This design comes from an exercise in tuning for small area, a short achievable clock period and few clock cycles per item on the open sky130 flow, not from production work. Only simulation tests tie the RTL to the original design; equivalence was not proved. No activity file was given, so power comes from the tool's default toggle rates.

==> flow/design.v <==
module pfor_unpack (
    input  wire        clk,
    input  wire        rst,           
    input  wire        cmd_valid,
    output wire        cmd_ready,
    input  wire [5:0]  cmd_b,         
    input  wire [7:0]  cmd_cexcept,   
    input  wire        cmd_delta,     
    input  wire        cmd_restart,   
    input  wire        w_valid,
    output wire        w_ready,
    input  wire [31:0] w_data,
    input  wire        x_valid,
    output wire        x_ready,
    input  wire [6:0]  x_pos,
    input  wire [31:0] x_res,
    output wire        o_valid,
    input  wire        o_ready,
    output wire [31:0] o_data
);
    reg         crdy, wrdy, xrdy;
    reg  [31:0] wd;              
    reg         wf;
    reg  [31:0] xr;              
    reg  [6:0]  xp;
    reg         xf;
    reg         act;             
    reg         fa;              
    reg  [5:0]  bq;
    reg  [7:0]  xl;              
    reg         xnz;             
    reg         hit;             
    reg         dq;
    reg         rq;              
    reg         pz;              
    reg  [6:0]  idx;
    reg         last;            
    reg  [4:0]  om;
    reg         nw;              
    reg  [4:0]  omn;             
    reg         nwn;             
    reg  [1:0]  slip;            
    reg         al;              
    reg  [31:1] r0, r1, r2, r3;
    reg  [31:0] u;
    reg         uv, ub, ud;
    reg  [31:0] acc;             
    reg  [31:0] out;
    reg         ov;
    reg  [31:0] sk;              
    reg         sv;
    wire [62:0] f5    = {wd, r0};
    wire [46:0] f4    = om[4] ? f5[62:16] : f5[46:0];
    wire [38:0] f3    = om[3] ? f4[46:8]  : f4[38:0];
    wire [34:0] f2    = om[2] ? f3[38:4]  : f3[34:0];
    wire [32:0] f1    = om[1] ? f2[34:2]  : f2[32:0];
    wire [31:0] field = om[0] ? f1[32:1]  : f1[31:0];
    wire [31:0] mask  = bq[5] ? 32'hFFFFFFFF : ~(32'hFFFFFFFF << bq[4:0]);
    wire [31:0] p0    = bq[0] ? {xr[30:0], 1'b0}  : xr;
    wire [31:0] p1    = bq[1] ? {p0[29:0], 2'b0}  : p0;
    wire [31:0] p2    = bq[2] ? {p1[27:0], 4'b0}  : p1;
    wire [31:0] p3    = bq[3] ? {p2[23:0], 8'b0}  : p2;
    wire [31:0] p4    = bq[4] ? {p3[15:0], 16'b0} : p3;
    wire [31:0] uval  = (field & mask) | (hit ? p4 : 32'd0);
    wire [4:0]  s_om  = om + bq[4:0];                        
    wire [5:0]  s2    = {1'b0, omn} + {1'b0, bq[4:0]};
    wire        fb    = uv & !sv;
    wire [31:0] sa    = acc & {32{ub}};
    wire [31:0] kg0 = sa & u, kp0 = sa ^ u;
    wire [31:0] kg1, kp1, kg2, kp2, kg3, kp3, kg4, kp4, kg5, kp5;
    genvar gi;
    generate
        for (gi = 0; gi < 32; gi = gi + 1) begin : pfx
            if (gi % 2 == 1) begin
                assign kg1[gi] = kg0[gi] | (kp0[gi] & kg0[gi-1]);
                assign kp1[gi] = kp0[gi] & kp0[gi-1];
            end else begin
                assign kg1[gi] = kg0[gi];
                assign kp1[gi] = kp0[gi];
            end
            if (gi % 4 >= 2) begin
                assign kg2[gi] = kg1[gi] | (kp1[gi] & kg1[gi - gi%4 + 1]);
                assign kp2[gi] = kp1[gi] & kp1[gi - gi%4 + 1];
            end else begin
                assign kg2[gi] = kg1[gi];
                assign kp2[gi] = kp1[gi];
            end
            if (gi % 8 >= 4) begin
                assign kg3[gi] = kg2[gi] | (kp2[gi] & kg2[gi - gi%8 + 3]);
                assign kp3[gi] = kp2[gi] & kp2[gi - gi%8 + 3];
            end else begin
                assign kg3[gi] = kg2[gi];
                assign kp3[gi] = kp2[gi];
            end
            if (gi % 16 >= 8) begin
                assign kg4[gi] = kg3[gi] | (kp3[gi] & kg3[gi - gi%16 + 7]);
                assign kp4[gi] = kp3[gi] & kp3[gi - gi%16 + 7];
            end else begin
                assign kg4[gi] = kg3[gi];
                assign kp4[gi] = kp3[gi];
            end
            if (gi >= 16) begin
                assign kg5[gi] = kg4[gi] | (kp4[gi] & kg4[15]);
            end else begin
                assign kg5[gi] = kg4[gi];
            end
        end
    endgenerate
    wire [31:0] sum   = kp0 ^ {kg5[30:0], 1'b0};
    wire        ofree = !ov | o_ready;
    wire        nb     = cmd_valid & crdy;
    wire        lane3  = fa & (idx[1:0] == 2'd3);
    wire        xuse   = fa & hit;
    wire        c_last = fa ? (idx == 7'd126) : last;
    wire        c_xnz  = xuse ? (xl != 8'd1) : xnz;
    wire        c_nw   = lane3 ? nwn : nw;
    wire [1:0]  c_slip = (act & !fa) ? slip + 2'd1 : slip;
    wire        d_wf   = !wrdy | w_valid;
    wire        d_xf   = (xrdy & x_valid) | (xf & !xuse);
    wire        d_act  = !crdy | cmd_valid;
    wire [6:0]  d_idx  = crdy ? 7'd0 : fa ? idx + 7'd1 : idx;
    wire        d_last = !crdy & c_last;
    wire [7:0]  d_xl   = crdy ? cmd_cexcept : xuse ? xl - 8'd1 : xl;
    wire        d_xnz  = crdy ? (cmd_cexcept != 8'd0) : c_xnz;
    wire [4:0]  d_om   = crdy ? 5'd31 : lane3 ? omn : om;
    wire        d_nw   = crdy ? (cmd_b != 6'd0) : c_nw;
    wire [1:0]  d_slip = crdy ? 2'd0 : c_slip;
    wire        d_al   = (d_slip == 2'd0);
    wire        d_hit  = d_xnz & (xrdy ? (x_valid & (x_pos == d_idx))
                                       : (xf & !xuse & (xp == d_idx)));
    wire        d_uv   = fa | (uv & sv);
    wire        d_sv   = ov & !o_ready & (sv | uv);
    wire        d_go   = !(d_uv & d_sv);
    wire        d_fa   = crdy ? (cmd_valid & (d_wf | (cmd_b == 6'd0))
                                  & (d_xf | (cmd_cexcept == 8'd0)) & d_go)
                              : ((c_slip == 2'd0) & (!c_nw | d_wf) & (!c_xnz | d_xf) & d_go);
    assign cmd_ready = crdy;
    assign w_ready   = wrdy;
    assign x_ready   = xrdy;
    assign o_valid   = ov;
    assign o_data    = out;
    always @(posedge clk) begin
        if (!wf | (fa & nw)) wd <= w_data;
        if (!xf | xuse) begin
            xr <= x_res;
            xp <= x_pos;
        end
        if (crdy) begin
            bq <= cmd_b;
            dq <= cmd_delta;
        end
        idx  <= d_idx;
        xl   <= d_xl;
        xnz  <= d_xnz;
        om   <= d_om;
        nw   <= d_nw;
        slip <= d_slip;
        al   <= d_al;
        last <= d_last;
        omn  <= s_om;
        nwn  <= s2[5] | bq[5];
        r0 <= r1;
        r1 <= r2;
        r2 <= r3;
        r3 <= (fa & nw) ? wd[31:1] : r0;
        if (fa) begin
            u  <= uval;
            ub <= dq & !rq;
            ud <= dq;
        end
        if (fb & ud) acc <= sum;
        if (ofree) out <= sv ? sk : sum;
        if (ov & !sv & !o_ready) sk <= sum;
        if (rst) begin
            crdy <= 1'b1;
            wrdy <= 1'b1;
            xrdy <= 1'b1;
            wf   <= 1'b0;
            xf   <= 1'b0;
            act  <= 1'b0;
            fa   <= 1'b0;
            hit  <= 1'b0;
            pz   <= 1'b1;
            uv   <= 1'b0;
            ov   <= 1'b0;
            sv   <= 1'b0;
        end else begin
            crdy <= crdy ? !cmd_valid : (c_last & d_fa);
            wrdy <= !d_wf | (d_nw & d_fa);
            xrdy <= !d_xf | (d_hit & d_fa);
            wf   <= d_wf;
            xf   <= d_xf;
            act  <= d_act;
            fa   <= d_fa;
            hit  <= d_hit;
            if (nb) begin
                rq <= cmd_restart | pz;
                pz <= !cmd_delta & (cmd_restart | pz);
            end else if (fa) begin
                rq <= 1'b0;
            end
            uv <= d_uv;
            sv <= d_sv;
            if (ofree) ov <= sv | fb;
        end
    end
endmodule
export LEC_CHECK = 0
export CAP_MARGIN = 20
export CORE_MARGIN = 2
export CORE_UTILIZATION = 30
export PLACE_DENSITY = 0.5
export SLEW_MARGIN = 20
create_clock -name core_clock -period 10.0 [get_ports {clk}]
standard.sh (not shown) runs the stock make flow with config.mk's settings and CLKGATE_MAP_FILE= SYNTH_SCRIPT=/design/flow/synth_recipe.tcl, a recipe that flattens the netlist after the stock synthesis.
==> flow/flow/run.sh <==
#!/bin/bash
# Standard ORFS layout (the standard.sh), with these knobs changed:
#  - timing repair aims at a setup slack of 6.8 ns, i.e. paths of about 3.2 ns
#    instead of the 10 ns clock, so the resizer actually speeds the design up;
#  - ports are buffered with buf_1 instead of the default delay-cell buffer;
#  - clock tree: clkbuf_8 sink-cluster buffers, clusters of at most 20 sinks
#    within 40 um, no dummy loads.
# The make output goes to standard.log; ORFS writes each step's log under orfs/logs.
set -euo pipefail
bash standard.sh SETUP_SLACK_MARGIN=6.8 \
  'BUFFER_PORTS_ARGS=-buffer_cell sky130_fd_sc_hd__buf_1' \
  'CTS_ARGS=-sink_clustering_enable -repair_clock_nets -sink_clustering_size 20 -sink_clustering_max_diameter 40 -dont_use_dummy_load -sink_clustering_buffer sky130_fd_sc_hd__clkbuf_8' \
  finish > standard.log 2>&1
Testbench counts at the start, summed over its fixed seeds: cycles 49,176, items 384.
==> next run, changes <==
--- a/flow/flow/run.sh
+++ b/flow/flow/run.sh
@@ -6,3 +6,3 @@
 #  - clock tree: clkbuf_8 sink-cluster buffers, clusters of at most 20 sinks
-#    within 40 um, no dummy loads.
+#    within 60 um, no dummy loads.
 # The make output goes to standard.log; ORFS writes each step's log under orfs/logs.
@@ -11,3 +11,3 @@
   'BUFFER_PORTS_ARGS=-buffer_cell sky130_fd_sc_hd__buf_1' \
-  'CTS_ARGS=-sink_clustering_enable -repair_clock_nets -sink_clustering_size 20 -sink_clustering_max_diameter 40 -dont_use_dummy_load -sink_clustering_buffer sky130_fd_sc_hd__clkbuf_8' \
+  'CTS_ARGS=-sink_clustering_enable -repair_clock_nets -sink_clustering_size 20 -sink_clustering_max_diameter 60 -dont_use_dummy_load -sink_clustering_buffer sky130_fd_sc_hd__clkbuf_8' \
   finish > standard.log 2>&1
Settings changed: CORE_UTILIZATION 30 to 40, PLACE_DENSITY 0.5 to 0.6.
The changed run went through all stages and came out clean; synthesized area does not change; final area drops by 2.8%; total power went down by 10%; global-route usage increases by 3.3 points; wire length falls by 7.0%.
==> next run, changes <==
==> flow/flow/run.sh (replaced) <==
#!/bin/bash
# Standard ORFS layout (the standard.sh), with these knobs changed:
#  - timing repair aims at a setup slack of 7.05 ns, i.e. paths of about 2.95 ns
#    instead of the 10 ns clock, so the resizer actually speeds the design up;
#  - ports are buffered with buf_1 instead of the default delay-cell buffer;
#  - clock tree: clkbuf_8 sink-cluster buffers, clusters of at most 20 sinks
#    within 40 um, no dummy loads.
# The make output goes to standard.log; ORFS writes each step's log under orfs/logs.
set -euo pipefail
bash standard.sh SETUP_SLACK_MARGIN=7.05 \
  'BUFFER_PORTS_ARGS=-buffer_cell sky130_fd_sc_hd__buf_1' \
  'CTS_ARGS=-sink_clustering_enable -repair_clock_nets -sink_clustering_size 20 -sink_clustering_max_diameter 40 -dont_use_dummy_load -sink_clustering_buffer sky130_fd_sc_hd__clkbuf_8' \
  finish > standard.log 2>&1
=> Power rises by 11%. Global-route usage rises by 0.82 points. Sequential share of layout area falls by 3.2 points.

## what the ideal ports hide
The flow's constraints put no driver on any port. The routed layouts listed below were extracted and timed again, unchanged, in two steps. Step 1 assumes that a clkbuf_16 drives the clock port and a buf_2 every other input. Step 2 adds t to the input delays and takes it off the output delays; t is the mean of the earliest and latest rising clock arrival at the registers after step 1. Input paths then give back, and output paths get back, about the clock's delay inside the block. a / b / c = no drivers / after step 1 / after step 2; a / b = the first two.
run | t (ns) | slack for setup (ns) | worst setup path at the end | latest minus earliest clock arrival (ns) | pins driven straight from the clock port
the first run | 0.595 | 6.844 / 6.786 / 6.342 | input to register | 0.078 / 0.078 | 1
the second run | 0.580 | 6.845 / 6.788 / 6.457 | input to register | 0.060 / 0.060 | 1
the third run | 0.577 | 6.877 / 6.822 / 6.462 | input to register | 0.072 / 0.072 | 1
After both steps every run listed still meets setup and hold. The setup slack of the first run, which loses most, moves by -0.058 ns with the drivers and by -0.502 ns with both steps.
